This design comes from an exercise in tuning for small area and few clock cycles on the open sky130 flow, not from production work. In this exercise RTL edits were held to simulation tests only and were not proved equivalent to the original. Power figures rest on the tool's default switching activity, not on a simulated workload.

==> config.mk <==
export PLATFORM = sky130hd
export DESIGN_NAME = lmac_core
export DESIGN_NICKNAME = lmac_core
export VERILOG_FILES = /design/flow/design.v
export SDC_FILE = /design/flow/constraint.sdc
export NUM_CORES = 4
export LEC_CHECK = 0
export CAP_MARGIN = 20
export CORE_MARGIN = 2
export CORE_UTILIZATION = 40
export CTS_BUF_LIST = sky130_fd_sc_hd__clkbuf_16
export CTS_CLUSTER_DIAMETER = 100
export CTS_CLUSTER_SIZE = 30
export SLEW_MARGIN = 20
==> constraint.sdc <==
create_clock -name core_clock -period 8.0 [get_ports {clk}]
set_input_delay 1.6000 -clock core_clock [delete_from_list [all_inputs] [get_ports {clk}]]
set_output_delay 1.6000 -clock core_clock [all_outputs]
set_load 0.01 [all_outputs]
==> design.v <==
module lmac_core (
    input  wire       clk,
    input  wire       rst,
    input  wire       rx_valid,
    input  wire [7:0] rx_data,
    output wire       rx_ready,
    input  wire       cmd_valid,
    input  wire [3:0] cmd_op,
    input  wire [7:0] cmd_data,
    input  wire [1:0] cmd_flags,
    output wire       cmd_ready,
    output wire       rsp_valid,
    output wire [3:0] rsp_status,
    output wire       tx_valid,
    output wire [7:0] tx_data,
    input  wire       tx_ready,
    output wire       pay_valid,
    output wire [7:0] pay_data,
    output wire       err_valid,
    output wire [3:0] err_code
);
    localparam integer CAP  = 128;
    localparam integer MAXP = CAP - 5;
    localparam integer N    = 128;    
    localparam integer RA   = 4;      
    localparam integer QD   = 4;      
    localparam integer QB   = 2;      
    localparam integer QE   = 2;      
    localparam integer EB   = 1;      
    localparam [3:0] OP_INIT    = 4'h0;
    localparam [3:0] OP_DEINIT  = 4'h1;
    localparam [3:0] OP_WRITE   = 4'h4;
    localparam [3:0] OP_SETDEST = 4'h5;
    function [6:0] inc_m(input [6:0] x);
        inc_m = x + 7'd1;
    endfunction
    function [6:0] sub_m(input [6:0] a, input [6:0] b);
        sub_m = a - b;
    endfunction
    reg       initialized;
    reg       err_en;
    reg [6:0] self7;       
    reg [6:0] dest7;       
    reg [8*N-1:0] ring;    
    reg [6:0]     cs;      
    wire [6:0]    cs1 = inc_m(cs);
    wire [6:0]    rs  = cs + RA;                
    wire [7:0]    ring_tap = ring[8*(N-1-RA) +: 8];
    reg       ring_we;
    reg [7:0] ring_wd;
    always @(posedge clk)
        ring <= {ring[8*(N-1)-1:0], ring_we ? ring_wd : ring[8*(N-1) +: 8]};
    assign pay_data = ring_tap;
    reg [6:0] wp;          
    reg       cur_act;     
    reg [6:0] cur_start;   
    reg [6:0] rp;          
    reg       rd_active;   
    reg          sq_k [0:QD-1];    
    reg [6:0]    sq_a [0:QD-1];
    reg [6:0]    sq_b [0:QD-1];
    reg [QB-1:0] sq_hd, sq_tl;
    reg [QB:0]   sq_cnt;
    wire         sq_full = (sq_cnt == QD);
    wire         sq_nemp = (sq_cnt != 0);
    wire         h_k = sq_k[sq_hd];
    wire [6:0]   h_a = sq_a[sq_hd];
    wire [6:0]   h_b = sq_b[sq_hd];
    reg [1:0]    eq_c [0:QE-1];    
    reg [2:0]    eq_t [0:QE-1];    
    reg [EB-1:0] eq_hd, eq_tl;
    reg [EB:0]   eq_cnt;
    wire         eq_full = (eq_cnt == QE);
    wire         eq_nemp = (eq_cnt != 0);
    reg [2:0]    pc, pd;           
    wire         err_due = eq_nemp && (eq_t[eq_hd] == pd);
    wire [6:0] rd_sel = rd_active ? rp : h_a;
    wire       empty  = !sq_nemp && !cur_act;
    wire [6:0] base   = sq_nemp ? rd_sel : cur_start;
    wire       nfull  = cs1 != base;
    wire       cont_ok = (cs == wp) && nfull;
    wire       new_ok  = empty || ((sub_m(cs, base) >= sub_m(wp, base)) && nfull);
    wire       wr_ok   = cur_act ? cont_ok : new_ok;
    reg [7:0] rx_len;
    reg       h0ok;        
    reg [7:0] b1;          
    reg [7:0] d1, d2;      
    reg [6:0] ck_lo, ck_hi;
    wire is_end  = (rx_data == 8'h7F);
    wire rx_ovf  = rx_len[7];
    wire rx_need_wr = initialized && !rx_ovf && !is_end &&
                      (rx_len >= 8'd4) && (rx_len <= 8'd126);
    wire rx_may_push = initialized && (rx_ovf || is_end);
    reg wr_act;            
    assign rx_ready = !wr_act && (!rx_need_wr || wr_ok) &&
                      (!rx_may_push || !(sq_full || eq_full));
    wire rx_fire = rx_valid && rx_ready;
    wire [6:0] f_lo = (ck_lo == 7'h7F) ? 7'h00 : ck_lo;
    wire [6:0] f_hi = (ck_hi == 7'h7F) ? 7'h00 : ck_hi;
    wire       rx_ck_ok = (d1 == {1'b0, f_lo}) && (d2 == {1'b0, f_hi});
    wire [6:0] ck_lo_n = ck_lo + d2[6:0];
    wire [6:0] ck_hi_n = ck_hi + ck_lo_n;
    reg [7:0] wr_rem;      
    reg       wr_bad;
    reg       wr_writes;   
    reg [1:0] tf_cnt;
    reg [6:0] tx_end_last;  
    reg [2:0] rq [0:3];
    reg [1:0] rq_hd, rq_tl;
    reg [2:0] rq_cnt;
    wire      rq_full = rq_cnt[2];
    reg [1:0] tx_done;        
    localparam [2:0] T_IDLE = 3'd0, T_H1 = 3'd1, T_PAY = 3'd2, T_CKH = 3'd3,
                     T_CKL = 3'd4, T_END = 3'd5;
    reg [2:0] tph;
    wire need_dest = (tph == T_IDLE) ? (tf_cnt != 2'd0) : tf_cnt[1];   
    wire tx_gap_ok = (tf_cnt == 2'd0) || (sub_m(cs, tx_end_last) >= 7'd5);
    wire wr_last = (wr_rem == 8'd1);
    reg  first_ok;
    always @(*) begin
        first_ok = !rx_valid && !rq_full;
        case (cmd_op)
            OP_WRITE:
                if (tf_cnt == 2'd3 || sq_full) first_ok = 1'b0;
            OP_INIT, OP_DEINIT:
                if (tf_cnt != 2'd0) first_ok = 1'b0;
            OP_SETDEST:
                if (need_dest) first_ok = 1'b0;
            default: ;
        endcase
    end
    wire beat_ok = !wr_writes ||
                   (wr_ok && (cur_act || tx_gap_ok) && (!wr_last || !sq_full));
    assign cmd_ready = wr_act ? beat_ok : first_ok;
    wire cmd_fire = cmd_valid && cmd_ready;
    reg       tx_v;
    reg [7:0] tx_out;
    reg       tx_lastb;    
    reg [6:0] tx_lo, tx_hi;   
    assign tx_valid = tx_v;
    assign tx_data  = tx_out;
    wire tx_free = !tx_v || tx_ready;
    wire at_slot   = (rs == rd_sel);
    wire last_slot = (inc_m(rs) == h_b);
    assign err_valid = err_due;
    assign err_code  = 4'd6 + {2'b00, eq_c[eq_hd]};
    assign pay_valid = !err_due && sq_nemp && !h_k && at_slot;
    wire [2:0] rq_h = rq[rq_hd];
    assign rsp_valid  = (rq_cnt != 3'd0) && (rq_h != 3'd7 || tx_done != 2'd0);
    assign rsp_status = (rq_h == 3'd7) ? 4'd0 : {1'b0, rq_h};
    wire wr_beat = cmd_fire && wr_act && wr_writes;
    always @(*) begin
        ring_we = 1'b0;
        ring_wd = d2;
        if (rx_fire && rx_need_wr) ring_we = 1'b1;
        if (wr_beat) begin
            ring_we = 1'b1;
            ring_wd = cmd_data;
        end
    end
    wire [6:0] seg_start_now = cur_act ? cur_start : cs;
    wire [6:0] tx_add  = (tph == T_H1) ? self7 : ring_tap[6:0];
    wire [6:0] tx_lo_n = tx_lo + tx_add;
    wire [6:0] tx_hi_n = tx_hi + tx_lo_n;
    reg       spush, spop, epush, epop;
    reg       spush_k;
    reg [6:0] spush_a, spush_b;
    reg [1:0] epush_c;
    reg       rpush, rpop, tpush, tpop, tdone;
    reg [2:0] rpush_v;
    always @(posedge clk) begin
        spush = 1'b0; spush_k = 1'b0; spush_a = cur_start; spush_b = wp;
        epush = 1'b0; epush_c = 2'd0;
        spop = 1'b0; epop = 1'b0;
        rpush = 1'b0; rpush_v = 3'd0; rpop = 1'b0;
        tpush = 1'b0; tpop = 1'b0; tdone = 1'b0;
        if (rst) begin
            initialized <= 1'b0;
            err_en      <= 1'b0;
            self7       <= 7'h7F;
            dest7       <= 7'h7F;
            cs          <= 7'd0;
            wp          <= 7'd0;
            cur_act     <= 1'b0;
            rp          <= 7'd0;
            rd_active   <= 1'b0;
            sq_hd       <= 0;
            sq_tl       <= 0;
            sq_cnt      <= 0;
            eq_hd       <= 0;
            eq_tl       <= 0;
            eq_cnt      <= 0;
            pc          <= 3'd0;
            pd          <= 3'd0;
            rx_len      <= 8'd0;
            wr_act      <= 1'b0;
            tf_cnt      <= 2'd0;
            rq_hd       <= 2'd0;
            rq_tl       <= 2'd0;
            rq_cnt      <= 3'd0;
            tx_done     <= 2'd0;
            tx_v        <= 1'b0;
            tx_lastb    <= 1'b0;
            tph         <= T_IDLE;
        end else begin
            cs <= cs1;
            if (ring_we) begin
                wp <= cs1;
                if (!cur_act) begin
                    cur_act   <= 1'b1;
                    cur_start <= cs;
                end
            end
            if (rx_fire && initialized) begin
                if (rx_ovf) begin
                    rx_len  <= 8'd0;
                    cur_act <= 1'b0;
                    if (err_en) begin epush = 1'b1; epush_c = 2'd3; end
                end else if (!is_end) begin
                    rx_len <= rx_len + 8'd1;
                    d1 <= rx_data;
                    d2 <= d1;
                    if (rx_len < 8'd2) begin
                        ck_lo <= 7'd0;
                        ck_hi <= 7'd0;
                    end else begin
                        ck_lo <= ck_lo_n;
                        ck_hi <= ck_hi_n;
                    end
                    if (rx_len == 8'd0) h0ok <= (rx_data == {1'b1, self7});
                    if (rx_len == 8'd1) b1 <= rx_data;
                end else begin
                    rx_len  <= 8'd0;
                    cur_act <= 1'b0;
                    if (rx_len < 8'd4 || !rx_ck_ok) begin
                        if (err_en) begin epush = 1'b1; epush_c = 2'd2; end
                    end else if (!h0ok) begin
                        if (err_en) begin epush = 1'b1; epush_c = 2'd0; end
                    end else if (b1 != {1'b0, dest7}) begin
                        if (err_en) begin epush = 1'b1; epush_c = 2'd1; end
                    end else if (rx_len != 8'd4) begin
                        spush = 1'b1; spush_k = 1'b0; spush_a = cur_start;
                    end
                end
            end
            if (cmd_fire) begin
                if (!wr_act) begin
                    rpush = 1'b1;
                    case (cmd_op)
                        OP_INIT: begin
                            if (!cmd_flags[0]) rpush_v = 3'd1;
                            else if (cmd_data > 8'h7E) rpush_v = 3'd2;
                            else begin
                                self7       <= cmd_data[6:0];
                                dest7       <= 7'h7F;
                                rx_len      <= 8'd0;
                                cur_act     <= 1'b0;
                                err_en      <= cmd_flags[1];
                                initialized <= 1'b1;
                            end
                        end
                        OP_DEINIT: begin
                            self7       <= 7'h7F;
                            dest7       <= 7'h7F;
                            rx_len      <= 8'd0;
                            cur_act     <= 1'b0;
                            err_en      <= 1'b0;
                            initialized <= 1'b0;
                        end
                        OP_SETDEST: begin
                            if (cmd_data > 8'h7E) rpush_v = 3'd3;
                            else dest7 <= cmd_data[6:0];
                        end
                        OP_WRITE: begin
                            rx_len    <= 8'd0;
                            cur_act   <= 1'b0;
                            wr_rem    <= cmd_data;
                            wr_bad    <= 1'b0;
                            wr_writes <= (cmd_data <= MAXP);
                            if (cmd_data != 8'd0) begin
                                wr_act <= 1'b1;
                                rpush  = 1'b0;
                            end else if (dest7 == 7'h7F) rpush_v = 3'd3;
                            else begin
                                rpush_v = 3'd7;
                                tpush = 1'b1;
                                tx_end_last <= wp;
                                spush = 1'b1; spush_k = 1'b1; spush_a = wp; spush_b = wp;
                            end
                        end
                        default: ;
                    endcase
                end else begin
                    wr_rem <= wr_rem - 8'd1;
                    if (cmd_data >= 8'h7F) wr_bad <= 1'b1;
                    if (wr_last) begin
                        wr_act  <= 1'b0;
                        cur_act <= 1'b0;
                        rpush = 1'b1;
                        if (dest7 == 7'h7F) rpush_v = 3'd3;
                        else if (!wr_writes) rpush_v = 3'd4;
                        else if (wr_bad || cmd_data >= 8'h7F) rpush_v = 3'd5;
                        else begin
                            rpush_v = 3'd7;
                            tpush = 1'b1;
                            tx_end_last <= cs1;
                            spush = 1'b1; spush_k = 1'b1;
                            spush_a = seg_start_now; spush_b = cs1;
                        end
                    end
                end
            end
            if (err_due) begin
                epop = 1'b1;
            end else if (pay_valid) begin
                rp        <= inc_m(rs);
                rd_active <= 1'b1;
                if (last_slot) begin
                    rd_active <= 1'b0;
                    spop = 1'b1;
                    pd <= pd + 3'd1;
                end
            end
            if (tx_v && tx_ready) begin
                tx_v <= 1'b0;
                if (tx_lastb) begin
                    tx_lastb <= 1'b0;
                    tdone = 1'b1;
                end
            end
            if (tx_free) begin
                case (tph)
                    T_IDLE: if (tf_cnt != 2'd0) begin
                        tx_v <= 1'b1; tx_out <= {1'b1, dest7}; tph <= T_H1;
                        tx_lo <= dest7; tx_hi <= dest7;
                    end
                    T_H1: begin
                        tx_v <= 1'b1; tx_out <= {1'b0, self7}; tph <= T_PAY;
                        tx_lo <= tx_lo_n; tx_hi <= tx_hi_n;
                    end
                    T_PAY: begin
                        if (sq_nemp && h_k) begin
                            if (h_a == h_b) begin
                                spop = 1'b1;
                                tph  <= T_CKH;
                            end else if (at_slot) begin
                                tx_v      <= 1'b1;
                                tx_out    <= ring_tap;
                                tx_lo     <= tx_lo_n;
                                tx_hi     <= tx_hi_n;
                                rp        <= inc_m(rs);
                                rd_active <= 1'b1;
                                if (last_slot) begin
                                    rd_active <= 1'b0;
                                    spop = 1'b1;
                                    tph  <= T_CKH;
                                end
                            end
                        end
                    end
                    T_CKH: begin
                        tx_v <= 1'b1; tph <= T_CKL;
                        tx_out <= {1'b0, (tx_hi == 7'h7F) ? 7'h00 : tx_hi};
                    end
                    T_CKL: begin
                        tx_v <= 1'b1; tph <= T_END;
                        tx_out <= {1'b0, (tx_lo == 7'h7F) ? 7'h00 : tx_lo};
                    end
                    default: begin  
                        tx_v <= 1'b1; tx_out <= 8'h7F; tx_lastb <= 1'b1; tph <= T_IDLE;
                        tpop = 1'b1;
                    end
                endcase
            end
            rpop = rsp_valid;
            tx_done <= tx_done + tdone - (rpop && rq_h == 3'd7);
            if (rpush) begin
                rq[rq_tl] <= rpush_v;
                rq_tl <= rq_tl + 2'd1;
            end
            if (rpop) rq_hd <= rq_hd + 2'd1;
            rq_cnt <= rq_cnt + rpush - rpop;
            tf_cnt <= tf_cnt + tpush - tpop;
            if (spush) begin
                sq_k[sq_tl] <= spush_k;
                sq_a[sq_tl] <= spush_a;
                sq_b[sq_tl] <= spush_b;
                sq_tl <= sq_tl + 1'b1;
                if (!spush_k) pc <= pc + 3'd1;
            end
            if (spop) sq_hd <= sq_hd + 1'b1;
            sq_cnt <= sq_cnt + spush - spop;
            if (epush) begin
                eq_c[eq_tl] <= epush_c;
                eq_t[eq_tl] <= pc;
                eq_tl <= eq_tl + 1'b1;
            end
            if (epop) eq_hd <= eq_hd + 1'b1;
            eq_cnt <= eq_cnt + epush - epop;
        end
    end
endmodule
==> run.sh <==
#!/bin/bash
# synth_recipe.tcl (not shown) runs the flow's synth.tcl, then flattens the netlist and writes it again
# the make line also repeats each setting of config.mk as NAME=value (left out here)
make -C /OpenROAD-flow-scripts/flow DESIGN_CONFIG=/design/flow/config.mk WORK_HOME=/design/flow/orfs CLKGATE_MAP_FILE= SYNTH_SCRIPT=/design/flow/synth_recipe.tcl finish
==> results of run 1 <==
cell type report:
| class | instances | share of cell area |
|---|---|---|
| Tap cell | 1165 | 0.0375 |
| Timing Repair Buffer | 77 | 0.0183 |
| Clock inverter | 27 | 0.00666 |
| Clock buffer | 52 | 0.0335 |
| Multi-Input combinational cell | 1020 | 0.197 |
| Sequential cell | 1277 | 0.700 |
| Antenna cell | 1 | 0.0000643 |
| Inverter | 72 | 0.00695 |
worst register-to-register path: cells and delay by family (launching register included):
| family | cells | cell delay (ns) |
|---|---|---|
| XOR/XNOR | 3 | 0.46 |
| flip-flops | 1 | 0.47 |
| buffers and inverters | 6 | 0.61 |
| AO/OA/AOI/OAI | 9 | 1.70 |
| AND/OR/NAND/NOR | 3 | 0.50 |
| multiplexers | 2 | 0.90 |
| adder cells (fa/ha/maj) | 5 | 1.56 |
power by group through the flow:
| stage | Sequential, mW | Clock (mW) | Combinational, mW |
|---|---|---|---|
| detailed placement | 6.82 | 0 | 0.655 |
| finish | 6.68 | 3.13 | 0.652 |
| global placement | 6.82 | 0 | 0.629 |
| CTS | 6.68 | 3.24 | 0.659 |
| global route | 6.70 | 3.47 | 0.728 |
| floorplan | 6.79 | 0 | 0.460 |
cells in the final DEF (no fill, tap or decap), types with 10 or more instances in the layout:
cell,synthesis,final
dfxtp_1,1110,1109
edfxtp_1,167,167
nor2_1,143,143
a21oi_1,112,112
xnor2_1,90,90
inv_1,69,84
ha_1,78,78
nand2_1,63,63
clkdlybuf4s50_1,0,54
clkbuf_16,0,52
nor3_1,41,38
xor2_1,37,37
o21ai_0,37,37
mux2i_1,36,36
nand3_1,30,30
mux2_2,27,27
nor2b_1,23,23
buf_4,11,22
and2_1,21,21
nand4_1,21,21
a21o_1,20,20
nand2b_1,17,17
o21bai_1,14,14
mux4_2,10,10
nor4_1,10,10
Yosys cell counts, types with 27 or more instances:
cell type  count
nor3_1        41
inv_1         69
clkbuf_1      44
dfxtp_1     1110
nor2_1       143
xnor2_1       90
o21ai_0       37
nand3_1       30
nand2_1       63
a21oi_1      112
xor2_1        37
mux2_2        27
mux2i_1       36
edfxtp_1     167
ha_1          78
sequential cells by signal, indices dropped and copies added (netlist names), 8 cells and up, named ones only:
signal / count
d1: 8
b1: 8
wr_rem: 8
sq_b: 28
sq_a: 28
rq: 12
tx_out: 8
rx_len: 8
ring: 1024
d2: 8
kinds of logic (layout without fill, tap and decap cells):
group	Yosys count	in the layout	synth area share
and+or+nand+nor	447	447	0.0663
adders and majority gates	87	87	0.0326
buffers and inverters	138	228	0.0168
xor gates and xnor gates	130	130	0.0333
other	1	2	0.000106
AOI/OAI and AO/OA	272	272	0.0503
DFF	1277	1277	0.768
muxes	83	83	0.0323
worst max path at each step:
| stage | start | endpoint | slack, ns | cells past startpoint |
|---|---|---|---|---|
| after floorplan | register | ck_hi[0] | 1.45 | 22 |
| after global placement | register | rx_ready | 0.95 | 23 |
| after detailed placement | register | rx_ready | 1.02 | 23 |
| after CTS | register | rx_ready | 0.23 | 23 |
| after global routing | register | rx_ready | 0.01 | 23 |
| final | register | rx_ready | 0.36 | 23 |
repair_timing:
item	in CTS	in global routing
endpoints found under the setup margin	0	2
hold buffers	0	0
resized for setup	0	1
metal layers:
layer / vias up / track usage / part of all wire
li1: 8390 / - / -
met1: 8349 / 0.195 / 0.49
met2: 310 / 0.215 / 0.43
met3: 125 / 0.0287 / 0.051
met4: 18 / 0.0358 / 0.024
met5: - / 0 / 0.0020
per-stage QoR:
| step | instance area (sq um) | utilization | setup slack, ns | power (mW) | cells |
|---|---|---|---|---|---|
| finish | 38900 | 0.442 | 0.357 | 10.5 | 3691 |
| global route | 38900 | 0.442 | 0.00994 | 10.9 | 3691 |
| CTS | 38900 | 0.441 | 0.226 | 10.6 | 3690 |
| detailed placement | 37300 | 0.424 | 1.02 | 7.48 | 3611 |
| global placement | 37300 | 0.424 | 0.954 | 7.45 | 3611 |
| floorplan | 35500 | - | 1.45 | 7.25 | 2435 |
==> flow_metrics.env, run 1 <==
export IMPL_yosysUniqueCellTypes=88
export IMPL_hold_depth=0
export IMPL_fin_skew_ns=0.0273
export IMPL_grt_use_total=0.138
export IMPL_drc_errors=0
export IMPL_cts_tree="built"
export IMPL_internal_power_mw=8.14
export IMPL_tightest_slew_ns=0.984
export IMPL_status="finished clean"
export IMPL_clkPwrFrac=0.299
export IMPL_drtIter0Drc=924
export IMPL_hp_class="reg -> reg"
export IMPL_rr_endpoint="rq_cnt[2]"
export IMPL_path_class="reg -> out"
export IMPL_worst_hold_slack_ns=0.325
export IMPL_syn_inst=2435
export IMPL_start_util=0.402
export IMPL_slew_limit_headroom=0.339
export IMPL_fp_coreArea_sq_um=88100
export IMPL_slowest_stage="mux4_2"
export IMPL_rows=109
export IMPL_ff2ff_setup_slack_ns=1.69
export IMPL_grt_pass1_vias=17000
export IMPL_start_kind="register"
export IMPL_wire_per_inst_microns=16.9
export IMPL_synthFlopType="dfxtp_1"
export IMPL_cap_viol_max_count=0
export IMPL_post_cts_buffers=0
export IMPL_ys_ff_latch=1277
export IMPL_hp_start="ring[102]"
export IMPL_rsz0062_at_grt="false"
export IMPL_seq_area_sq_um=27200
export IMPL_root_buffer="clkbuf_16"
export IMPL_p_leak_nw=14.8
export IMPL_critPathMaxFanout=7
export IMPL_synth_edf_count=167
export IMPL_synth_fp_nets=2549
export IMPL_avgSynthCellArea_sq_um=14.6
export IMPL_dr_pass1_iters=4
export IMPL_dieHeight_microns=302
export IMPL_synth_largest_area_cell="dfxtp_1"
export IMPL_fin_crit_sh=0.955
export IMPL_clkSlewWorstSetupHoldPaths_ns=0.11
export IMPL_clk_insertion_delay_late_ns=0.66
export IMPL_grt_pass1_wl_microns=98400
export IMPL_power_density_nw_per_um2=269
export IMPL_synthTopCellsByArea="dfxtp_1, edfxtp_1, ha_1"
export IMPL_min_period_ns=7.64
export IMPL_setup_viol=0
export IMPL_fillers=7841
export IMPL_crit_family="compound AO/OA/AOI/OAI gates"
export IMPL_power_frac_comb=0.062
export IMPL_grt_max_degree=68
export IMPL_portBuffers=55
export IMPL_critPathMostFrequentCell="a21oi_1"
export IMPL_ys_seq_area_frac=0.768
export IMPL_yosys_warnings=1
export IMPL_arrival_ns=6.04
export IMPL_dp_hpwl_microns=42100
export IMPL_area_growth_pct=9.73
export IMPL_cp_cell_sequence="mux4_2, mux2i_1, nand2_1, o21ai_0, inv_1, fa_1, inv_1, a21oi_1, o21bai_1, a21o_1, a21oi_1, xnor2_1, ha_1, o2111ai_1, a21oi_1, o31a_1, clkinv_1, buf_4, nor2_1, o21ai_0, a21oi_1, buf_4, clkdlybuf4s50_1"
export IMPL_swShare=0.221
export IMPL_r2r_cells=28
export IMPL_required_ns=6.40
export IMPL_vdd_ir_drop_max_uv=212
export IMPL_clkSinkCount=1277
export IMPL_multi_input_area_sq_um=7660
export IMPL_drt_wl_total_microns=62500
export IMPL_worstHoldEndpoint="ring[110]"
export IMPL_setup_tns_ns=0
export IMPL_drt_antenna_violating_nets=0
export IMPL_die_area_sq_um=91000
export IMPL_clockBufferDepth=3
export IMPL_p_switching_mw=2.31
export IMPL_nNetsFinal=2613
export IMPL_avgViaCountPerCell=4.66
export IMPL_worst_setup_path_end_kind="primary output"
export IMPL_p_seq_frac=0.639
export IMPL_drive_gt1_frac=0.0665
export IMPL_die_x_microns=302
export IMPL_cts_inserted_buffers=51
export IMPL_report_final_slew_viol_count=0
export IMPL_max_freq_ghz=0.131
export IMPL_synthArstFlopShare=0
export IMPL_netlist_area_sq_um=35500
export IMPL_h_tree_depth=2
export IMPL_synth_top_area_frac=0.627
export IMPL_place_congestion=0.823
export IMPL_slowest_delay_ns=0.57
export IMPL_io_pins=57
export IMPL_finalHoldViolCount=0
export IMPL_grt_antenna_before_repair=11
export IMPL_num_vias=17200
export IMPL_grt_overflow=0
export IMPL_crit_buf_inv=6
Testbench counts, summed over its fixed seeds: cycles 27,527.
==> run 2: changes to the inputs <==
--- a/config.mk
+++ b/config.mk
@@ -7,8 +7,9 @@
 export LEC_CHECK = 0
 export CAP_MARGIN = 20
 export CORE_MARGIN = 2
-export CORE_UTILIZATION = 40
+export CORE_UTILIZATION = 60
 export CTS_BUF_LIST = sky130_fd_sc_hd__clkbuf_16
-export CTS_CLUSTER_DIAMETER = 100
-export CTS_CLUSTER_SIZE = 30
+export CTS_CLUSTER_DIAMETER = 120
+export CTS_CLUSTER_SIZE = 25
+export PLACE_DENSITY = 0.75
 export SLEW_MARGIN = 20
==> run 2 against run 1 <==
  * Utilization rose by 21 points
  * Sequential share of layout area is 0.83 points higher
  * Final cell count shrank 11%
  * Non-clock buffer count decreased by 3
==> flow_metrics.env, run 2 <==
export IMPL_required_ns=6.40
export IMPL_dieHeight_microns=247
export IMPL_fin_skew_ns=0.0394
export IMPL_netlist_area_sq_um=35500
export IMPL_io_pins=57
export IMPL_setup_viol=0
export IMPL_dr_pass1_iters=5
export IMPL_met3WireLength_microns=3250
export IMPL_status="finished clean"
export IMPL_drtIter0Drc=1282
export IMPL_fin_util=0.655
export IMPL_grt_antenna_before_repair=5
export IMPL_placed_cells=3216
export IMPL_synth_largest_area_cell="dfxtp_1"
export IMPL_synth_compound_area_share=0.0503
export IMPL_grt_pass1_wl_microns=98800
export IMPL_met2_length_microns=28600
export IMPL_grt_max_degree=66
export IMPL_portBuffers=55
export IMPL_report_final_slew_viol_count=0
export IMPL_cp_cell_sequence="mux4_2, mux2i_1, nand2_1, o21ai_0, inv_1, fa_1, inv_1, a21oi_1, o21bai_1, a21o_1, a21oi_1, xnor2_1, ha_1, o2111ai_1, a21oi_1, o31a_1, clkinv_1, nor2_1, o21ai_0, a21oi_1, clkdlybuf4s50_1"
export IMPL_path_class="reg -> out"
export IMPL_rsz0062_at_grt="false"
export IMPL_max_freq_ghz=0.133
export IMPL_critPathMaxFanout=5
export IMPL_grt_overflow=0
export IMPL_power_density_nw_per_um2=273
export IMPL_min_period_ns=7.54
export IMPL_h_tree_depth=2
export IMPL_slew_limit_headroom=0.403
export IMPL_synthXorXnorAreaFrac=0.0333
export IMPL_nNetsFinal=2616
export IMPL_clkSlewWorstSetupHoldPaths_ns=0.10
export IMPL_start_kind="register"
export IMPL_num_vias=17200
export IMPL_root_buffer="clkbuf_16"
export IMPL_synth_mux_area_frac=0.0323
export IMPL_area_growth_pct=8.44
export IMPL_ff2ff_setup_slack_ns=1.75
export IMPL_hp_start="ring[936]"
export IMPL_die_area_sq_um=61000
export IMPL_hp_class="reg -> reg"
export IMPL_setup_tns_ns=0
export IMPL_largest_reg_flops=1024
export IMPL_ys_ff_latch=1277
export IMPL_yosys_warnings=1
export IMPL_p_total_mw=10.5
export IMPL_cts_hold_buf=0
export IMPL_synth_commonest_cells="dfxtp_1, edfxtp_1, nor2_1"
export IMPL_largest_register="ring"
export IMPL_p_leak_nw=14.8
export IMPL_m1WireLength_microns=29500
export IMPL_drt_wl_total_microns=62600
export IMPL_tightest_slew_ns=0.894
export IMPL_place_congestion=0.895
export IMPL_finalNonFillerCells=3294
export IMPL_avgSynthCellArea_sq_um=14.6
export IMPL_die_x_microns=247
export IMPL_r2r_cells=24
export IMPL_cts_tree="built"
export IMPL_synth_top_family_by_area="simple AND/OR/NAND/NOR gates"
export IMPL_synth_edf_count=167
export IMPL_clockBufferDepth=3
export IMPL_ys_seq_area_frac=0.768
export IMPL_reg_largest_list="ring x1024, sq_a x28, sq_b x28"
export IMPL_avgViaCountPerCell=5.21
export IMPL_syn_inst=2435
export IMPL_synth_fa_ha_area_frac=0.0326
export IMPL_vdd_ir_drop_max_uv=286
export IMPL_worstHoldEndpoint="ring[944]"
export IMPL_dp_hpwl_microns=39400
export IMPL_rows=89
export IMPL_diodes=0
export IMPL_cap_viol_max_count=0
export IMPL_worst_setup_path_end_kind="primary output"
export IMPL_synthArstFlopShare=0
export IMPL_cts_inserted_buffers=57
export IMPL_yosysMostFrequentCell="dfxtp_1"
export IMPL_clkSinkCount=1277
export IMPL_synth_top_area_frac=0.627
export IMPL_arrival_ns=5.94
export IMPL_start_util=0.604
export IMPL_layout_common_cells="dfxtp_1, edfxtp_1, nor2_1"
export IMPL_mostFrequentLayoutCell="dfxtp_1"
export IMPL_fp_coreArea_sq_um=58700
export IMPL_yosysUniqueCellTypes=88
export IMPL_critPathMostFrequentCell="a21oi_1"
export IMPL_fin_crit_sh=0.943
export IMPL_grt_use_total=0.211
export IMPL_clk_insertion_delay_late_ns=0.66
export IMPL_top_layer_used="met5"
export IMPL_drt_antenna_violating_nets=0
export IMPL_drive_gt1_frac=0.0647
export IMPL_synth_simple_area_share=0.0663
export IMPL_slowest_delay_ns=0.65
export IMPL_drc_errors=0
export IMPL_synthTopCellsByArea="dfxtp_1, edfxtp_1, ha_1"
export IMPL_rr_endpoint="sq_cnt[1]"
export IMPL_synthFlopType="dfxtp_1"
export IMPL_post_cts_buffers=0
export IMPL_finalHoldViolCount=0
export IMPL_slowest_stage="clkdlybuf4s50_1"
export IMPL_hold_depth=0
export IMPL_synth_fp_nets=2549
export IMPL_wire_per_inst_microns=19.0
export IMPL_grt_pass1_vias=17100
run 2: changes by cell type in the layout (fill, tap and decap cells not counted), sizes merged:
cell      change
clkinv        -2
clkinvlp      -1
clkbuf        +5
inv           -3
buf           -3
diode         -1
run 2: where the power goes:
group / leakage, nW / internal [mW] / switching (mW) / total, mW
logic: 3.44 / 0.296 / 0.333 / 0.629
registers: 10.5 / 6.61 / 0.0793 / 6.69
clock network: 0.839 / 1.31 / 1.89 / 3.20
run 2: stage by stage:
stage / cell area [sq um] / worst slack, ns / hold slack (ns)
finish: 38400 / 0.458 / 0.301
global route: 38400 / 0.0382 / 0.317
CTS: 38400 / 0.217 / 0.310
detailed placement: 36800 / 0.984 / 0.312
global placement: 36800 / 1.00 / 0.310
floorplan: 35500 / 1.45 / 0.310
run 2: repair_timing:
item / in CTS / in global routing
resized for setup: 0 / 1
endpoints found under the hold margin: 0 / 0
setup endpoints to repair: 0 / 1
run 2: cell families (layout without fill, tap and decap cells):
logic type,after synthesis,count (layout)
DFF,1277,1277
and+or+nand+nor,447,447
AOI/OAI and AO/OA,272,272
buffers and inverters,138,224
xor gates and xnor gates,130,130
adders and majority gates,87,87
muxes,83,83
other,1,1
run 2: routing by layer:
layer,GRT usage,vias to the layer above
met4,0.0501,6
met3,0.0355,98
met2,0.335,383
li1,-,8377
met5,0,-
met1,0.304,8309
run 2: critical path: cells and delay by family, from the launching register on:
family | cells | cell delay, ns
and+or+nand+nor | 2 | 0.21
adders and majority gates | 2 | 0.76
AOI/OAI and AO/OA | 10 | 1.71
DFF | 1 | 0.51
buffers and inverters | 4 | 1.04
xor gates and xnor gates | 1 | 0.13
muxes | 2 | 0.92
run 2: worst max-delay path by stage:
stage                 to  slack (ns)  cells past startpoint
2_1_floorplan   ck_hi[0]        1.45                     22
3_3_place_gp   cmd_ready        1.00                     20
3_5_place_dp   cmd_ready        0.98                     20
4_1_cts        cmd_ready        0.22                     20
5_1_grt        cmd_ready        0.04                     20
6_report        rx_ready        0.46                     21
run 2: layout make-up:
class	count	area [sq um]
multi-input combinational	1020	7670
inverter	72	270
clock inverter	21	184
timing repair buffer	74	688
tap	773	967
clock buffer	57	1430
sequential	1277	27200
fill	4005	20200
==> run 3: changes to the inputs <==
--- a/design.v
+++ b/design.v
@@ -48,8 +48,10 @@
     wire [7:0]    ring_tap = ring[8*(N-1-RA) +: 8];
     reg       ring_we;
     reg [7:0] ring_wd;
-    always @(posedge clk)
+    always @(posedge clk) begin
         ring <= {ring[8*(N-1)-1:0], ring_we ? ring_wd : ring[8*(N-1) +: 8]};
+        cs   <= cs1;
+    end
     assign pay_data = ring_tap;
     reg [6:0] wp;          
     reg       cur_act;     
@@ -104,7 +106,6 @@
     reg       wr_bad;
     reg       wr_writes;   
     reg [1:0] tf_cnt;
-    reg [6:0] tx_end_last;  
     reg [2:0] rq [0:3];
     reg [1:0] rq_hd, rq_tl;
     reg [2:0] rq_cnt;
@@ -114,7 +115,7 @@
                      T_CKL = 3'd4, T_END = 3'd5;
     reg [2:0] tph;
     wire need_dest = (tph == T_IDLE) ? (tf_cnt != 2'd0) : tf_cnt[1];   
-    wire tx_gap_ok = (tf_cnt == 2'd0) || (sub_m(cs, tx_end_last) >= 7'd5);
+    wire tx_gap_ok = (tf_cnt == 2'd0) || (sub_m(cs, wp) >= 7'd5);
     wire wr_last = (wr_rem == 8'd1);
     reg  first_ok;
     always @(*) begin
@@ -179,10 +180,7 @@
             err_en      <= 1'b0;
             self7       <= 7'h7F;
             dest7       <= 7'h7F;
-            cs          <= 7'd0;
-            wp          <= 7'd0;
             cur_act     <= 1'b0;
-            rp          <= 7'd0;
             rd_active   <= 1'b0;
             sq_hd       <= 0;
             sq_tl       <= 0;
@@ -203,7 +201,6 @@
             tx_lastb    <= 1'b0;
             tph         <= T_IDLE;
         end else begin
-            cs <= cs1;
             if (ring_we) begin
                 wp <= cs1;
                 if (!cur_act) begin
@@ -284,7 +281,6 @@
                             else begin
                                 rpush_v = 3'd7;
                                 tpush = 1'b1;
-                                tx_end_last <= wp;
                                 spush = 1'b1; spush_k = 1'b1; spush_a = wp; spush_b = wp;
                             end
                         end
@@ -303,7 +299,6 @@
                         else begin
                             rpush_v = 3'd7;
                             tpush = 1'b1;
-                            tx_end_last <= cs1;
                             spush = 1'b1; spush_k = 1'b1;
                             spush_a = seg_start_now; spush_b = cs1;
                         end
--- a/config.mk
+++ b/config.mk
@@ -9,7 +9,7 @@
 export CORE_MARGIN = 2
 export CORE_UTILIZATION = 60
 export CTS_BUF_LIST = sky130_fd_sc_hd__clkbuf_16
-export CTS_CLUSTER_DIAMETER = 120
-export CTS_CLUSTER_SIZE = 25
+export CTS_CLUSTER_DIAMETER = 80
+export CTS_CLUSTER_SIZE = 20
 export PLACE_DENSITY = 0.75
 export SLEW_MARGIN = 20
==> run 3 against run 2 <==
  * Still clean on timing, DRC and antenna
  * Worst setup slack gained 0.10 ns
  * Power grew 1.3%
  * Sequential power shrank 2%
  * Sequential share of layout area shrank 0.54 points
  * Synthesized cell count shrank 4.0%
  * Final cell count shrank 1.9%
  * Sequential cell count shrank 7
  * Largest power group unchanged
==> flow_metrics.env, run 3 <==
export IMPL_drc_errors=0
export IMPL_clk_insertion_delay_late_ns=0.66
export IMPL_setup_slack_ns=0.560
export IMPL_largest_register="ring"
export IMPL_fp_coreArea_sq_um=57700
export IMPL_avgViaCountPerCell=5.23
export IMPL_grt_pass1_vias=17600
export IMPL_place_congestion=0.894
export IMPL_yosysMostFrequentCell="dfxtp_1"
export IMPL_start_kind="register"
export IMPL_netlist_area_sq_um=35100
export IMPL_grt_overflow=0
export IMPL_dp_slack_ns=1.02
export IMPL_rows=88
export IMPL_synth_fp_nets=2452
export IMPL_cts_hold_buf=0
export IMPL_seq_area_sq_um=27200
export IMPL_synthArstFlopShare=0
export IMPL_path_class="reg -> out"
export IMPL_grt_use_total=0.210
export IMPL_drt_wl_total_microns=61900
export IMPL_synth_edf_count=174
export IMPL_die_x_microns=246
export IMPL_hp_class="reg -> reg"
export IMPL_cts_tree="built"
export IMPL_power_density_nw_per_um2=275
export IMPL_mostFrequentLayoutCell="dfxtp_1"
export IMPL_synthFlopType="dfxtp_1"
export IMPL_drt_antenna_violating_nets=0
export IMPL_yosysUniqueCellTypes=88
export IMPL_clkSinkCount=1270
export IMPL_yosys_warnings=1
export IMPL_synthTopCellsByArea="dfxtp_1, edfxtp_1, ha_1"
export IMPL_syn_inst=2338
export IMPL_setup_tns_ns=0
export IMPL_fin_crit_sh=0.930
export IMPL_cts_resized=0
export IMPL_root_buffer="clkbuf_16"
export IMPL_max_freq_ghz=0.134
export IMPL_min_period_ns=7.44
export IMPL_finalHoldViolCount=0
export IMPL_ys_seq_area_frac=0.775
export IMPL_reg_largest_list="ring x1024, sq_a x28, sq_b x28"
export IMPL_dr_pass1_iters=5
export IMPL_io_pins=57
export IMPL_multi_input_area_sq_um=7410
export IMPL_report_final_slew_viol_count=0
export IMPL_synth_top_area_frac=0.626
export IMPL_portBuffers=55
export IMPL_grt_pass1_wl_microns=98200
export IMPL_num_vias=16900
export IMPL_finalNonFillerCells=3230
export IMPL_tightest_slew_ns=1.04
export IMPL_post_cts_buffers=0
export IMPL_fillers=3895
export IMPL_critPathMaxFanout=8
export IMPL_cap_viol_max_count=0
export IMPL_fin_skew_ns=0.0407
export IMPL_synth_commonest_cells="dfxtp_1, edfxtp_1, nor2_1"
export IMPL_placed_cells=3123
export IMPL_ys_ff_latch=1270
export IMPL_drtIter0Drc=1139
export IMPL_required_ns=6.40
export IMPL_status="finished clean"
export IMPL_avgSynthCellArea_sq_um=15.0
export IMPL_diodes=0
export IMPL_slew_limit_headroom=0.304
export IMPL_start_util=0.608
export IMPL_die_area_sq_um=60400
export IMPL_setup_viol=0
export IMPL_h_tree_depth=3
export IMPL_grt_antenna_before_repair=0
export IMPL_drive_gt1_frac=0.0807
export IMPL_area_growth_pct=10.2
export IMPL_rsz0062_at_grt="false"
export IMPL_worst_setup_path_end_kind="primary output"
export IMPL_layout_common_cells="dfxtp_1, edfxtp_1, nor2_1"
export IMPL_largest_reg_flops=1024
export IMPL_p_leak_nw=14.9
export IMPL_dp_hpwl_microns=38600
export IMPL_synth_largest_area_cell="dfxtp_1"
export IMPL_nNetsFinal=2548
export IMPL_grt_max_degree=55
export IMPL_arrival_ns=5.84
export IMPL_vdd_ir_drop_max_uv=236
export IMPL_wire_per_inst_microns=19.2
export IMPL_clockBufferDepth=3
export IMPL_clkSlewWorstSetupHoldPaths_ns=0.09
export IMPL_cts_inserted_buffers=74
export IMPL_dieHeight_microns=246
[run 3: layer usage]
layer / vias to the layer above / track usage / wire length, microns
li1: 8178 / - / -
met1: 8236 / 0.288 / 28500
met2: 371 / 0.344 / 29300
met3: 114 / 0.0332 / 2460
met4: 0 / 0.0711 / 1660
met5: - / 0 / 0
[run 3: stage by stage]
step           total power [mW]  hold WS (ns)   util  instance area [sq um]
2_1_floorplan              6.91         0.310      -                  35100
3_3_place_gp               7.02         0.310  0.632                  36500
3_5_place_dp               7.04         0.312  0.632                  36500
4_1_cts                    10.7         0.293  0.670                  38600
5_1_grt                    11.0         0.299  0.670                  38600
6_report                   10.6         0.291  0.670                  38600
[run 3: worst paths after layout]
check	start	endpoint	slack, ns	depth (start not counted)
setup / recovery	register	rx_ready	0.56	19
hold / removal	ring[916]	ring[924]	0.29	0
setup reg to reg	register	sq_cnt[1]	1.89	22
hold reg to reg	ring[916]	ring[924]	0.29	0
[run 3: critical path: stages, from the launching register on]
cell	delay, ns
dfxtp_1	0.57
mux4_2	0.59
mux2i_1	0.22
nand2_1	0.07
o21ai_0	0.20
inv_1	0.17
fa_1	0.45
nor2b_1	0.12
o21ai_0	0.08
nand2b_1	0.12
a21o_1	0.13
a21oi_1	0.07
xnor2_1	0.13
ha_1	0.29
nand2_1	0.06
o21ai_0	0.42
o21a_1	0.23
a21oi_1	0.08
a311oi_1	0.54
clkdlybuf4s50_1	0.65
[run 3: layout make-up]
class                   instances  share of cell area
flip-flops and latches       1270               0.703
clock buffers                  74              0.0479
repair buffers                 73              0.0176
clock inverters                33             0.00810
multi-input cells             947               0.192
well taps                     765              0.0248
inverters                      68             0.00661
[run 3: cell families after synthesis]
kind of cell / count (synthesis) / synth area share
AO/OA/AOI/OAI: 239 / 0.0466
XOR/XNOR: 123 / 0.0325
adder cells (fa/ha/maj): 87 / 0.0330
buffers and inverters: 121 / 0.0151
flip-flops: 1270 / 0.775
multiplexers: 110 / 0.0389
other: 1 / 0.000107
AND/OR/NAND/NOR: 387 / 0.0591
[run 3: power breakdown]
part / internal (mW) / total, mW / switching [mW]
clock: 1.72 / 3.75 / 2.03
combinational: 0.154 / 0.329 / 0.175
sequential: 6.52 / 6.57 / 0.0438
total: 8.39 / 10.6 / 2.25
Testbench counts of run 3, summed over its fixed seeds: cycles 27,563.
==> run 4: changes to the inputs <==
--- a/config.mk
+++ b/config.mk
@@ -9,7 +9,7 @@
 export CORE_MARGIN = 2
 export CORE_UTILIZATION = 60
 export CTS_BUF_LIST = sky130_fd_sc_hd__clkbuf_16
-export CTS_CLUSTER_DIAMETER = 80
-export CTS_CLUSTER_SIZE = 20
+export CTS_CLUSTER_DIAMETER = 60
+export CTS_CLUSTER_SIZE = 25
 export PLACE_DENSITY = 0.75
 export SLEW_MARGIN = 20
==> run 4 against run 3 <==
  * Critical endpoint unchanged
  * Clock skew decreased by 0.0089 ns
  * Register-to-register slack lost 0.02 ns
  * Synthesized cell count is the same
  * Combinational power about the same
  * Largest cell class unchanged
  * Highest routed layer unchanged
==> flow_metrics.env, run 4 <==
export IMPL_status="finished clean"
export IMPL_report_final_slew_viol_count=0
export IMPL_num_vias=16900
export IMPL_cp_cell_sequence="mux4_2, mux2i_1, nand2_1, o21ai_0, inv_1, fa_1, nor2b_1, o21ai_0, nand2b_1, a21o_1, a21oi_1, xnor2_1, ha_1, nand2_1, o21ai_0, o21a_1, a21oi_1, a311oi_1, clkdlybuf4s50_1"
export IMPL_largest_reg_flops=1024
export IMPL_syn_inst=2338
export IMPL_fin_crit_sh=0.941
export IMPL_synthTopCellsByArea="dfxtp_1, edfxtp_1, ha_1"
export IMPL_fin_skew_ns=0.0318
export IMPL_io_pins=57
export IMPL_netlist_area_sq_um=35100
export IMPL_vdd_ir_drop_max_uv=331
export IMPL_drtIter0Drc=1054
export IMPL_slowest_stage="clkdlybuf4s50_1"
export IMPL_setup_slack_ns=0.473
export IMPL_largest_register="ring"
export IMPL_finalNonFillerCells=3227
export IMPL_ff2ff_setup_slack_ns=1.87
export IMPL_critPathMostFrequentCell="o21ai_0"
export IMPL_critPathMaxFanout=8
export IMPL_tightest_slew_ns=1.03
export IMPL_clkSlewWorstSetupHoldPaths_ns=0.09
export IMPL_slowest_delay_ns=0.67
export IMPL_setup_tns_ns=0
export IMPL_grt_pass1_vias=17600
export IMPL_synth_fp_nets=2452
export IMPL_slew_limit_headroom=0.313
export IMPL_avgSynthCellArea_sq_um=15.0
export IMPL_synthFlopType="dfxtp_1"
export IMPL_dp_hpwl_microns=38600
export IMPL_grt_pass1_wl_microns=98100
export IMPL_fp_coreArea_sq_um=57700
export IMPL_setup_viol=0
export IMPL_crit_family="compound AO/OA/AOI/OAI gates"
export IMPL_placed_cells=3123
export IMPL_layout_common_cells="dfxtp_1, edfxtp_1, nor2_1"
export IMPL_root_buffer="clkbuf_16"
export IMPL_reg_largest_list="ring x1024, sq_a x28, sq_b x28"
export IMPL_rows=88
export IMPL_fin_util=0.670
export IMPL_cts_tree="built"
export IMPL_start_util=0.608
export IMPL_ys_seq_area_frac=0.775
export IMPL_worst_hold_slack_ns=0.320
export IMPL_clockBufferDepth=3
export IMPL_power_density_nw_per_um2=276
export IMPL_yosys_warnings=1
export IMPL_grt_antenna_before_repair=0
export IMPL_nNetsFinal=2542
export IMPL_diodes=0
export IMPL_grt_max_degree=55
export IMPL_yosysUniqueCellTypes=88
export IMPL_start_kind="register"
export IMPL_ys_ff_latch=1270
export IMPL_hp_class="reg -> reg"
export IMPL_h_tree_depth=3
export IMPL_max_freq_ghz=0.133
export IMPL_die_area_sq_um=60400
export IMPL_yosysMostFrequentCell="dfxtp_1"
export IMPL_arrival_ns=5.93
export IMPL_die_x_microns=246
export IMPL_grt_overflow=0
export IMPL_crit_buf_inv=2
export IMPL_grt_use_total=0.210
export IMPL_drt_wl_total_microns=61600
export IMPL_required_ns=6.40
export IMPL_synthArstFlopShare=0
export IMPL_clkSinkCount=1270
export IMPL_finalHoldViolCount=0
export IMPL_place_congestion=0.894
export IMPL_synth_commonest_cells="dfxtp_1, edfxtp_1, nor2_1"
export IMPL_mostFrequentLayoutCell="dfxtp_1"
export IMPL_avgViaCountPerCell=5.24
export IMPL_cap_viol_max_count=0
export IMPL_portBuffers=55
export IMPL_area_growth_pct=10.2
export IMPL_drive_gt1_frac=0.0837
export IMPL_dr_pass1_iters=5
export IMPL_cts_inserted_buffers=68
export IMPL_drt_antenna_violating_nets=0
export IMPL_dieHeight_microns=246
export IMPL_rsz0062_at_grt="false"
export IMPL_p_leak_nw=14.9
export IMPL_dp_slack_ns=1.02
export IMPL_worst_setup_path_end_kind="primary output"
export IMPL_synth_largest_area_cell="dfxtp_1"
export IMPL_synth_top_area_frac=0.626
export IMPL_path_class="reg -> out"
export IMPL_drc_errors=0
export IMPL_wire_per_inst_microns=19.1
export IMPL_clk_insertion_delay_late_ns=0.64
export IMPL_synth_edf_count=174
export IMPL_min_period_ns=7.53
run 4: path summary, 6_finish.rpt:
path / start / cells past startpoint / endpoint
max: register / 19 / rx_ready
max reg2reg: register / 22 / sq_cnt[1]
min: ring[184] / 0 / ring[192]
min reg2reg: ring[184] / 0 / ring[192]
run 4: logic make-up (layout without fill, tap and decap cells):
group           Yosys count  in the layout  share of synthesized area
xor+xnor                123            123                     0.0325
other cells               1              1                   0.000107
mux                     110            110                     0.0389
compound gates          239            239                     0.0466
simple gates            387            387                     0.0591
buf+inv                 121            245                     0.0151
fa+ha+maj                87             87                     0.0330
flops                  1270           1270                      0.775
run 4: cell type report:
cell class / instances / area [sq um]
fill: 3877 / 19100
tap: 765 / 957
clock buffer: 68 / 1700
sequential: 1270 / 27200
clock inverter: 36 / 452
inverter: 68 / 255
multi-input combinational: 947 / 7410
timing repair buffer: 73 / 681
run 4: repair_timing:
item | in CTS | in global routing
setup buffers | 0 | 0
gates resized for setup | 0 | 2
hold buffers | 0 | 0
endpoints found under the setup margin | 0 | 2
run 4: power by group:
part           leakage [nW]  total, mW  switching, mW  internal, mW
combinational          3.41      0.329          0.175         0.154
clock                  1.08       3.77           2.10          1.67
sequential             10.4       6.57         0.0434          6.52
total                  14.9       10.7           2.31          8.35
run 4: per-layer routing:
metal	track usage	vias up	routed length [microns]
met5	0	-	0
met2	0.347	393	29400
met3	0.0359	105	2730
li1	-	8184	-
met4	0.0645	0	1610
met1	0.285	8216	27900
run 4: worst reg2reg max path, delay by kind of cell, from the launching register on:
family	cells	cell delay, ns
fa+ha+maj	5	1.63
xor+xnor	1	0.17
compound gates	8	2.15
flops	1	0.57
buf+inv	2	0.23
simple gates	4	0.45
mux	2	0.81
run 4: metrics by stage:
stage               total power [mW]  area, sq um
floorplan                       6.91        35100
global placement                7.02        36500
detailed placement              7.04        36500
CTS                             10.8        38600
global route                    11.0        38600
finish                          10.7        38600
==> run 5: changes to the inputs <==
--- a/config.mk
+++ b/config.mk
@@ -9,7 +9,7 @@
 export CORE_MARGIN = 2
 export CORE_UTILIZATION = 60
 export CTS_BUF_LIST = sky130_fd_sc_hd__clkbuf_16
-export CTS_CLUSTER_DIAMETER = 60
+export CTS_CLUSTER_DIAMETER = 90
 export CTS_CLUSTER_SIZE = 25
 export PLACE_DENSITY = 0.75
 export SLEW_MARGIN = 20
==> run 5 against run 4 <==
  * Worst hold slack worse by 0.010 ns
  * Worst setup slack better by 0.0071 ns
  * Non-clock buffer count stayed put
  * Wire length is 0.52% lower
  * Clock-buffer cell count is 11 lower
  * Power is 5.5% lower
  * Synthesized area stayed put
  * Via count is 0.77% lower
  * Clock power is 15% lower
  * Critical path type unchanged
  * Highest routed layer unchanged
==> flow_metrics.env, run 5 <==
export IMPL_start_util=0.608
export IMPL_clkSlewWorstSetupHoldPaths_ns=0.10
export IMPL_path_class="reg -> out"
export IMPL_post_cts_buffers=0
export IMPL_die_area_sq_um=60400
export IMPL_arrival_ns=5.92
export IMPL_synthFlopType="dfxtp_1"
export IMPL_synth_edf_count=174
export IMPL_drt_antenna_violating_nets=0
export IMPL_drive_gt1_frac=0.0713
export IMPL_portBuffers=55
export IMPL_clkSinkCount=1270
export IMPL_hp_class="reg -> reg"
export IMPL_cts_inserted_buffers=57
export IMPL_path_depth=19
export IMPL_io_pins=57
export IMPL_p_leak_nw=14.7
export IMPL_drtIter0Drc=1043
export IMPL_grt_antenna_before_repair=1
export IMPL_mostFrequentLayoutCell="dfxtp_1"
export IMPL_r2r_cells=22
export IMPL_required_ns=6.40
export IMPL_worst_setup_path_end_kind="primary output"
export IMPL_tightest_slew_ns=1.04
export IMPL_cap_viol_max_count=0
export IMPL_yosysMostFrequentCell="dfxtp_1"
export IMPL_reg_largest_list="ring x1024, sq_a x28, sq_b x28"
export IMPL_start_kind="register"
export IMPL_netlist_area_sq_um=35100
export IMPL_drc_errors=0
export IMPL_slowest_delay_ns=0.67
export IMPL_critPathMaxFanout=8
export IMPL_ff2ff_setup_slack_ns=1.91
export IMPL_clk_insertion_delay_late_ns=0.67
export IMPL_clockBufferDepth=3
export IMPL_dieHeight_microns=246
export IMPL_avgViaCountPerCell=5.23
export IMPL_cts_hold_buf=0
export IMPL_critPathMostFrequentCell="o21ai_0"
export IMPL_syn_inst=2338
export IMPL_grt_overflow=0
export IMPL_drt_wl_total_microns=61300
export IMPL_power_density_nw_per_um2=265
export IMPL_fin_skew_ns=0.0372
export IMPL_num_vias=16800
export IMPL_status="finished clean"
export IMPL_diodes=0
export IMPL_fp_coreArea_sq_um=57700
export IMPL_slowest_stage="clkdlybuf4s50_1"
export IMPL_critPathCapture="rx_ready"
export IMPL_synth_top_area_frac=0.626
export IMPL_report_final_slew_viol_count=0
export IMPL_h_tree_depth=2
export IMPL_finalHoldViolCount=0
export IMPL_avgSynthCellArea_sq_um=15.0
export IMPL_synth_fp_nets=2452
export IMPL_crit_family="compound AO/OA/AOI/OAI gates"
export IMPL_ys_seq_area_frac=0.775
export IMPL_crit_buf_inv=2
export IMPL_synthArstFlopShare=0
export IMPL_worst_hold_slack_ns=0.310
export IMPL_grt_pass1_wl_microns=97000
export IMPL_rsz0062_at_grt="false"
export IMPL_max_freq_ghz=0.133
export IMPL_largest_reg_flops=1024
export IMPL_slew_limit_headroom=0.306
export IMPL_largest_register="ring"
export IMPL_setup_slack_ns=0.480
export IMPL_fin_crit_sh=0.940
export IMPL_layout_common_cells="dfxtp_1, edfxtp_1, nor2_1"
export IMPL_setup_tns_ns=0
export IMPL_rows=88
export IMPL_dp_hpwl_microns=38600
export IMPL_dr_pass1_iters=5
export IMPL_die_x_microns=246
export IMPL_yosysUniqueCellTypes=88
export IMPL_root_buffer="clkbuf_16"
export IMPL_nNetsFinal=2531
export IMPL_cts_resized=0
export IMPL_ys_ff_latch=1270
export IMPL_grt_pass1_vias=17300
export IMPL_synthTopCellsByArea="dfxtp_1, edfxtp_1, ha_1"
export IMPL_fillers=3966
export IMPL_cp_cell_sequence="mux4_2, mux2i_1, nand2_1, o21ai_0, inv_1, fa_1, nor2b_1, o21ai_0, nand2b_1, a21o_1, a21oi_1, xnor2_1, ha_1, nand2_1, o21ai_0, o21a_1, a21oi_1, a311oi_1, clkdlybuf4s50_1"
export IMPL_synth_largest_area_cell="dfxtp_1"
export IMPL_setup_viol=0
export IMPL_grt_use_total=0.207
export IMPL_wire_per_inst_microns=19.1
export IMPL_dp_slack_ns=1.02
export IMPL_fin_util=0.660
export IMPL_vdd_ir_drop_max_uv=228
export IMPL_area_growth_pct=8.61
export IMPL_place_congestion=0.894
export IMPL_synth_commonest_cells="dfxtp_1, edfxtp_1, nor2_1"
export IMPL_yosys_warnings=1
export IMPL_rr_endpoint="sq_cnt[1]"
export IMPL_min_period_ns=7.52
export IMPL_grt_max_degree=55
export IMPL_cts_tree="built"
## run 5: metal layers
metal / track usage / wire length [microns]
met5: 0 / 0
met4: 0.0670 / 1590
met3: 0.0274 / 2690
met2: 0.338 / 28800
met1: 0.288 / 28300
## run 5: how the worst min path moves through the flow
stage	cells after the start	start	endpoint	slack [ns]
3_5_place_dp	0	ring[214]	ring[222]	0.31
6_report	0	ring[144]	ring[152]	0.31
5_1_grt	0	ring[144]	ring[152]	0.32
2_1_floorplan	0	ring[992]	ring[1000]	0.31
4_1_cts	0	ring[160]	ring[168]	0.31
3_3_place_gp	0	ring[328]	ring[336]	0.31
## run 5: cell families (layout without fill, tap and decap cells)
| kind of cell | after synthesis | in the layout | share of synthesized area |
|---|---|---|---|
| adders and majority gates | 87 | 87 | 0.0330 |
| other | 1 | 1 | 0.000107 |
| AOI/OAI and AO/OA | 239 | 239 | 0.0466 |
| DFF | 1270 | 1270 | 0.775 |
| xor gates and xnor gates | 123 | 123 | 0.0325 |
| buffers and inverters | 121 | 223 | 0.0151 |
| muxes | 110 | 110 | 0.0389 |
| and+or+nand+nor | 387 | 387 | 0.0591 |
## run 5: stage by stage
step	area (sq um)	instances	total power, mW
floorplan	35100	2338	6.91
global placement	36500	3123	7.02
detailed placement	36500	3123	7.04
CTS	38100	3205	10.2
global route	38100	3205	10.4
finish	38100	3205	10.1
## run 5: final cells by class
class / instances / area, sq um / share of cell area
repair buffers: 73 / 681 / 0.0179
flip-flops and latches: 1270 / 27200 / 0.713
clock inverters: 25 / 184 / 0.00483
well taps: 765 / 957 / 0.0251
clock buffers: 57 / 1430 / 0.0375
multi-input cells: 947 / 7410 / 0.195
inverters: 68 / 255 / 0.00670
## run 5: power by group
part	internal [mW]	switching, mW	total, mW
logic	0.154	0.174	0.328
registers	6.52	0.0438	6.57
clock network	1.31	1.88	3.19
==> run 6: changes to the inputs <==
--- a/design.v
+++ b/design.v
@@ -106,20 +106,22 @@
     reg       wr_bad;
     reg       wr_writes;   
     reg [1:0] tf_cnt;
-    reg [2:0] rq [0:3];
-    reg [1:0] rq_hd, rq_tl;
-    reg [2:0] rq_cnt;
-    wire      rq_full = rq_cnt[2];
+    reg [2:0] ph_cnt;         
     reg [1:0] tx_done;        
+    reg       st_v;           
+    reg [2:0] st_s;
+    reg [2:0] st_after;       
     localparam [2:0] T_IDLE = 3'd0, T_H1 = 3'd1, T_PAY = 3'd2, T_CKH = 3'd3,
                      T_CKL = 3'd4, T_END = 3'd5;
     reg [2:0] tph;
     wire need_dest = (tph == T_IDLE) ? (tf_cnt != 2'd0) : tf_cnt[1];   
     wire tx_gap_ok = (tf_cnt == 2'd0) || (sub_m(cs, wp) >= 7'd5);
     wire wr_last = (wr_rem == 8'd1);
+    wire st_due    = st_v && (st_after == 3'd0);
+    wire slot_free = !st_v || st_due;
     reg  first_ok;
     always @(*) begin
-        first_ok = !rx_valid && !rq_full;
+        first_ok = !rx_valid && (slot_free || (cmd_op == OP_WRITE && cmd_data != 8'd0));
         case (cmd_op)
             OP_WRITE:
                 if (tf_cnt == 2'd3 || sq_full) first_ok = 1'b0;
@@ -132,7 +134,9 @@
     end
     wire beat_ok = !wr_writes ||
                    (wr_ok && (cur_act || tx_gap_ok) && (!wr_last || !sq_full));
-    assign cmd_ready = wr_act ? beat_ok : first_ok;
+    wire wr_fails = (dest7 == 7'h7F) || !wr_writes || wr_bad || (cmd_data >= 8'h7F);
+    wire last_ok  = !wr_last || slot_free || !wr_fails;
+    assign cmd_ready = wr_act ? (beat_ok && last_ok) : first_ok;
     wire cmd_fire = cmd_valid && cmd_ready;
     reg       tx_v;
     reg [7:0] tx_out;
@@ -146,9 +150,8 @@
     assign err_valid = err_due;
     assign err_code  = 4'd6 + {2'b00, eq_c[eq_hd]};
     assign pay_valid = !err_due && sq_nemp && !h_k && at_slot;
-    wire [2:0] rq_h = rq[rq_hd];
-    assign rsp_valid  = (rq_cnt != 3'd0) && (rq_h != 3'd7 || tx_done != 2'd0);
-    assign rsp_status = (rq_h == 3'd7) ? 4'd0 : {1'b0, rq_h};
+    assign rsp_valid  = st_due || (tx_done != 2'd0);
+    assign rsp_status = st_due ? {1'b0, st_s} : 4'd0;
     wire wr_beat = cmd_fire && wr_act && wr_writes;
     always @(*) begin
         ring_we = 1'b0;
@@ -193,9 +196,8 @@
             rx_len      <= 8'd0;
             wr_act      <= 1'b0;
             tf_cnt      <= 2'd0;
-            rq_hd       <= 2'd0;
-            rq_tl       <= 2'd0;
-            rq_cnt      <= 3'd0;
+            ph_cnt      <= 3'd0;
+            st_v        <= 1'b0;
             tx_done     <= 2'd0;
             tx_v        <= 1'b0;
             tx_lastb    <= 1'b0;
@@ -367,14 +369,16 @@
                     end
                 endcase
             end
-            rpop = rsp_valid;
-            tx_done <= tx_done + tdone - (rpop && rq_h == 3'd7);
-            if (rpush) begin
-                rq[rq_tl] <= rpush_v;
-                rq_tl <= rq_tl + 2'd1;
+            rpop = rsp_valid && !st_due;      
+            if (st_due) st_v <= 1'b0;
+            else if (rpop && st_v) st_after <= st_after - 3'd1;
+            tx_done <= tx_done + tdone - rpop;
+            ph_cnt  <= ph_cnt + tpush - rpop;
+            if (rpush && rpush_v != 3'd7) begin
+                st_v     <= 1'b1;
+                st_s     <= rpush_v;
+                st_after <= ph_cnt - rpop;
             end
-            if (rpop) rq_hd <= rq_hd + 2'd1;
-            rq_cnt <= rq_cnt + rpush - rpop;
             tf_cnt <= tf_cnt + tpush - tpop;
             if (spush) begin
                 sq_k[sq_tl] <= spush_k;
--- a/config.mk
+++ b/config.mk
@@ -7,9 +7,9 @@
 export LEC_CHECK = 0
 export CAP_MARGIN = 20
 export CORE_MARGIN = 2
-export CORE_UTILIZATION = 60
+export CORE_UTILIZATION = 70
 export CTS_BUF_LIST = sky130_fd_sc_hd__clkbuf_16
 export CTS_CLUSTER_DIAMETER = 90
 export CTS_CLUSTER_SIZE = 25
-export PLACE_DENSITY = 0.75
+export PLACE_DENSITY = 0.85
 export SLEW_MARGIN = 20
==> run 6 against run 5 <==
  * Utilization grew 11 points
  * Sequential power shrank 2%
  * Wire length grew 15%
  * Synthesized cell count shrank 2.2%
  * Via count grew 2.9%
  * Critical endpoint is now cmd_ready
==> flow_metrics.env, run 6 <==
export IMPL_grt_overflow=0
export IMPL_grt_max_degree=49
export IMPL_start_kind="register"
export IMPL_fin_area_sq_um=37100
export IMPL_largest_register="ring"
export IMPL_grt_use_total=0.285
export IMPL_rows=80
export IMPL_min_period_ns=7.50
export IMPL_max_freq_ghz=0.133
export IMPL_slew_limit_headroom=0.309
export IMPL_arrival_ns=5.90
export IMPL_portBuffers=55
export IMPL_syn_inst=2287
export IMPL_path_depth=19
export IMPL_synthArstFlopShare=0
export IMPL_clkSlewWorstSetupHoldPaths_ns=0.12
export IMPL_reg_largest_list="ring x1024, sq_a x28, sq_b x28"
export IMPL_worst_setup_path_end_kind="primary output"
export IMPL_dr_pass1_iters=6
export IMPL_power_density_nw_per_um2=266
export IMPL_die_x_microns=225
export IMPL_yosys_warnings=1
export IMPL_hold_depth=0
export IMPL_path_class="reg -> out"
export IMPL_nNetsFinal=2483
export IMPL_vdd_ir_drop_max_uv=234
export IMPL_ys_ff_latch=1259
export IMPL_largest_reg_flops=1024
export IMPL_crit_family="compound AO/OA/AOI/OAI gates"
export IMPL_r2r_cells=27
export IMPL_hp_class="reg -> reg"
export IMPL_num_vias=17300
export IMPL_placed_area_sq_um=35400
export IMPL_cts_inserted_buffers=57
export IMPL_synth_fp_nets=2401
export IMPL_fin_crit_sh=0.938
export IMPL_io_pins=57
export IMPL_critPathMostFrequentCell="a21oi_1"
export IMPL_cts_resized=0
export IMPL_cts_hold_buf=0
export IMPL_required_ns=6.40
export IMPL_grt_pass1_wl_microns=108000
export IMPL_drtIter0Drc=1763
export IMPL_cap_viol_max_count=0
export IMPL_crit_buf_inv=2
export IMPL_avgViaCountPerCell=5.74
export IMPL_synthTopCellsByArea="dfxtp_1, edfxtp_1, ha_1"
export IMPL_clk_insertion_delay_late_ns=0.67
export IMPL_fin_skew_ns=0.0558
export IMPL_slowest_delay_ns=0.60
export IMPL_fp_coreArea_sq_um=47900
export IMPL_status="finished clean"
export IMPL_fillers=2432
export IMPL_area_growth_pct=8.36
export IMPL_drc_errors=0
export IMPL_finalHoldViolCount=0
export IMPL_yosysUniqueCellTypes=75
export IMPL_wire_per_inst_microns=23.4
export IMPL_drt_wl_total_microns=70400
export IMPL_dp_hpwl_microns=40000
export IMPL_root_buffer="clkbuf_16"
export IMPL_tightest_slew_ns=1.04
export IMPL_fin_util=0.773
export IMPL_ys_seq_area_frac=0.786
export IMPL_critPathMaxFanout=6
export IMPL_grt_antenna_before_repair=4
export IMPL_synth_largest_area_cell="dfxtp_1"
export IMPL_start_util=0.713
export IMPL_post_cts_buffers=0
export IMPL_yosysMostFrequentCell="dfxtp_1"
export IMPL_clkSinkCount=1259
export IMPL_place_congestion=0.890
export IMPL_cts_tree="built"
export IMPL_slowest_stage="mux4_2"
export IMPL_setup_viol=0
export IMPL_synth_edf_count=168
export IMPL_rsz0062_at_grt="false"
export IMPL_cp_cell_sequence="mux4_2, mux2i_1, a21oi_1, ha_1, fa_1, inv_1, a21oi_1, o21bai_1, a21o_1, a21oi_1, xnor2_1, ha_1, a211oi_1, nor2_1, a211o_1, o41a_1, o211a_1, or2_0, clkdlybuf4s50_1"
export IMPL_synthFlopType="dfxtp_1"
export IMPL_grt_pass1_vias=17700
export IMPL_clockBufferDepth=3
export IMPL_report_final_slew_viol_count=0
export IMPL_mostFrequentLayoutCell="dfxtp_1"
export IMPL_die_area_sq_um=50600
export IMPL_drive_gt1_frac=0.0586
export IMPL_drt_antenna_violating_nets=0
export IMPL_worst_hold_slack_ns=0.307
export IMPL_h_tree_depth=2
export IMPL_synth_top_area_frac=0.639
export IMPL_netlist_area_sq_um=34200
export IMPL_avgSynthCellArea_sq_um=15.0
export IMPL_layout_common_cells="dfxtp_1, edfxtp_1, nor2_1"
export IMPL_setup_tns_ns=0
export IMPL_synth_commonest_cells="dfxtp_1, edfxtp_1, nor2_1"
export IMPL_dieHeight_microns=225
export IMPL_p_leak_nw=14.5
[run 6: cell families after synthesis]
logic type / share of synthesized area
mux: 0.0297
xor+xnor: 0.0335
flops: 0.786
other cells: 0.000110
simple gates: 0.0524
compound gates: 0.0476
fa+ha+maj: 0.0338
buf+inv: 0.0168
[run 6: where the power goes]
group	internal, mW	leakage, nW	total (mW)	switching, mW
Sequential	6.41	10.2	6.42	0.0157
Clock	1.32	0.841	3.26	1.95
Combinational	0.0832	3.42	0.176	0.0924
Total	7.81	14.5	9.86	2.06
[run 6: area by class of cell]
| cell class | instances | area [sq um] | share of cell area |
|---|---|---|---|
| clock buffers | 57 | 1430 | 0.0385 |
| multi-input cells | 890 | 6770 | 0.183 |
| well taps | 615 | 769 | 0.0208 |
| repair buffers | 74 | 693 | 0.0187 |
| diodes | 1 | 2.50 | 0.0000675 |
| inverters | 87 | 327 | 0.00881 |
| clock inverters | 22 | 189 | 0.00510 |
| flip-flops and latches | 1259 | 26900 | 0.725 |
[run 6: path summary, 6_finish.rpt]
| check | from | endpoint | slack [ns] |
|---|---|---|---|
| max | register | cmd_ready | 0.50 |
| min | ring[516] | ring[524] | 0.31 |
| max reg2reg | register | ph_cnt[2] | 1.32 |
| min reg2reg | ring[516] | ring[524] | 0.31 |
[run 6: metrics by stage]
stage	setup slack (ns)	instances	power, mW
2_1_floorplan	2.13	2287	6.68
3_3_place_gp	1.31	2925	6.73
3_5_place_dp	1.22	2925	6.74
4_1_cts	0.473	3004	9.90
5_1_grt	0.0820	3005	10.1
6_report	0.499	3005	9.86
[run 6: per-layer routing]
metal,global-route usage,up-vias,part of all wire
met3,0.0417,192,0.069
met5,0,-,0.00031
met4,0.0840,4,0.031
met1,0.379,8355,0.40
met2,0.490,864,0.50
li1,-,7842,-
Testbench counts of run 6, summed over its fixed seeds: cycles 27,617.

==> static timing again, ports no longer ideal <==
How much do the figures lean on ideal ports? The routed layouts below were timed once more, with nothing changed but the port constraints.
Step 1 assumes that a clkbuf_16 drives the clock port and a buf_2 every other input.
Step 2 also shifts input and output timing later by t, the mid clock arrival at the registers, as if the neighbouring blocks saw the same clock.
a / b / c = no drivers / after step 1 / after step 2; a / b = the first two.
run	t (ns)	slack for setup (ns)
run 1	0.714	0.357 / 0.293 / 1.006
run 2	0.706	0.458 / 0.396 / 1.102
run 3	0.705	0.560 / 0.499 / 1.204
run 4	0.685	0.473 / 0.412 / 1.098
run 5	0.707	0.480 / 0.421 / 1.128
run 6	0.704	0.499 / 0.438 / 1.142
After both steps setup and hold are still met in every run listed.
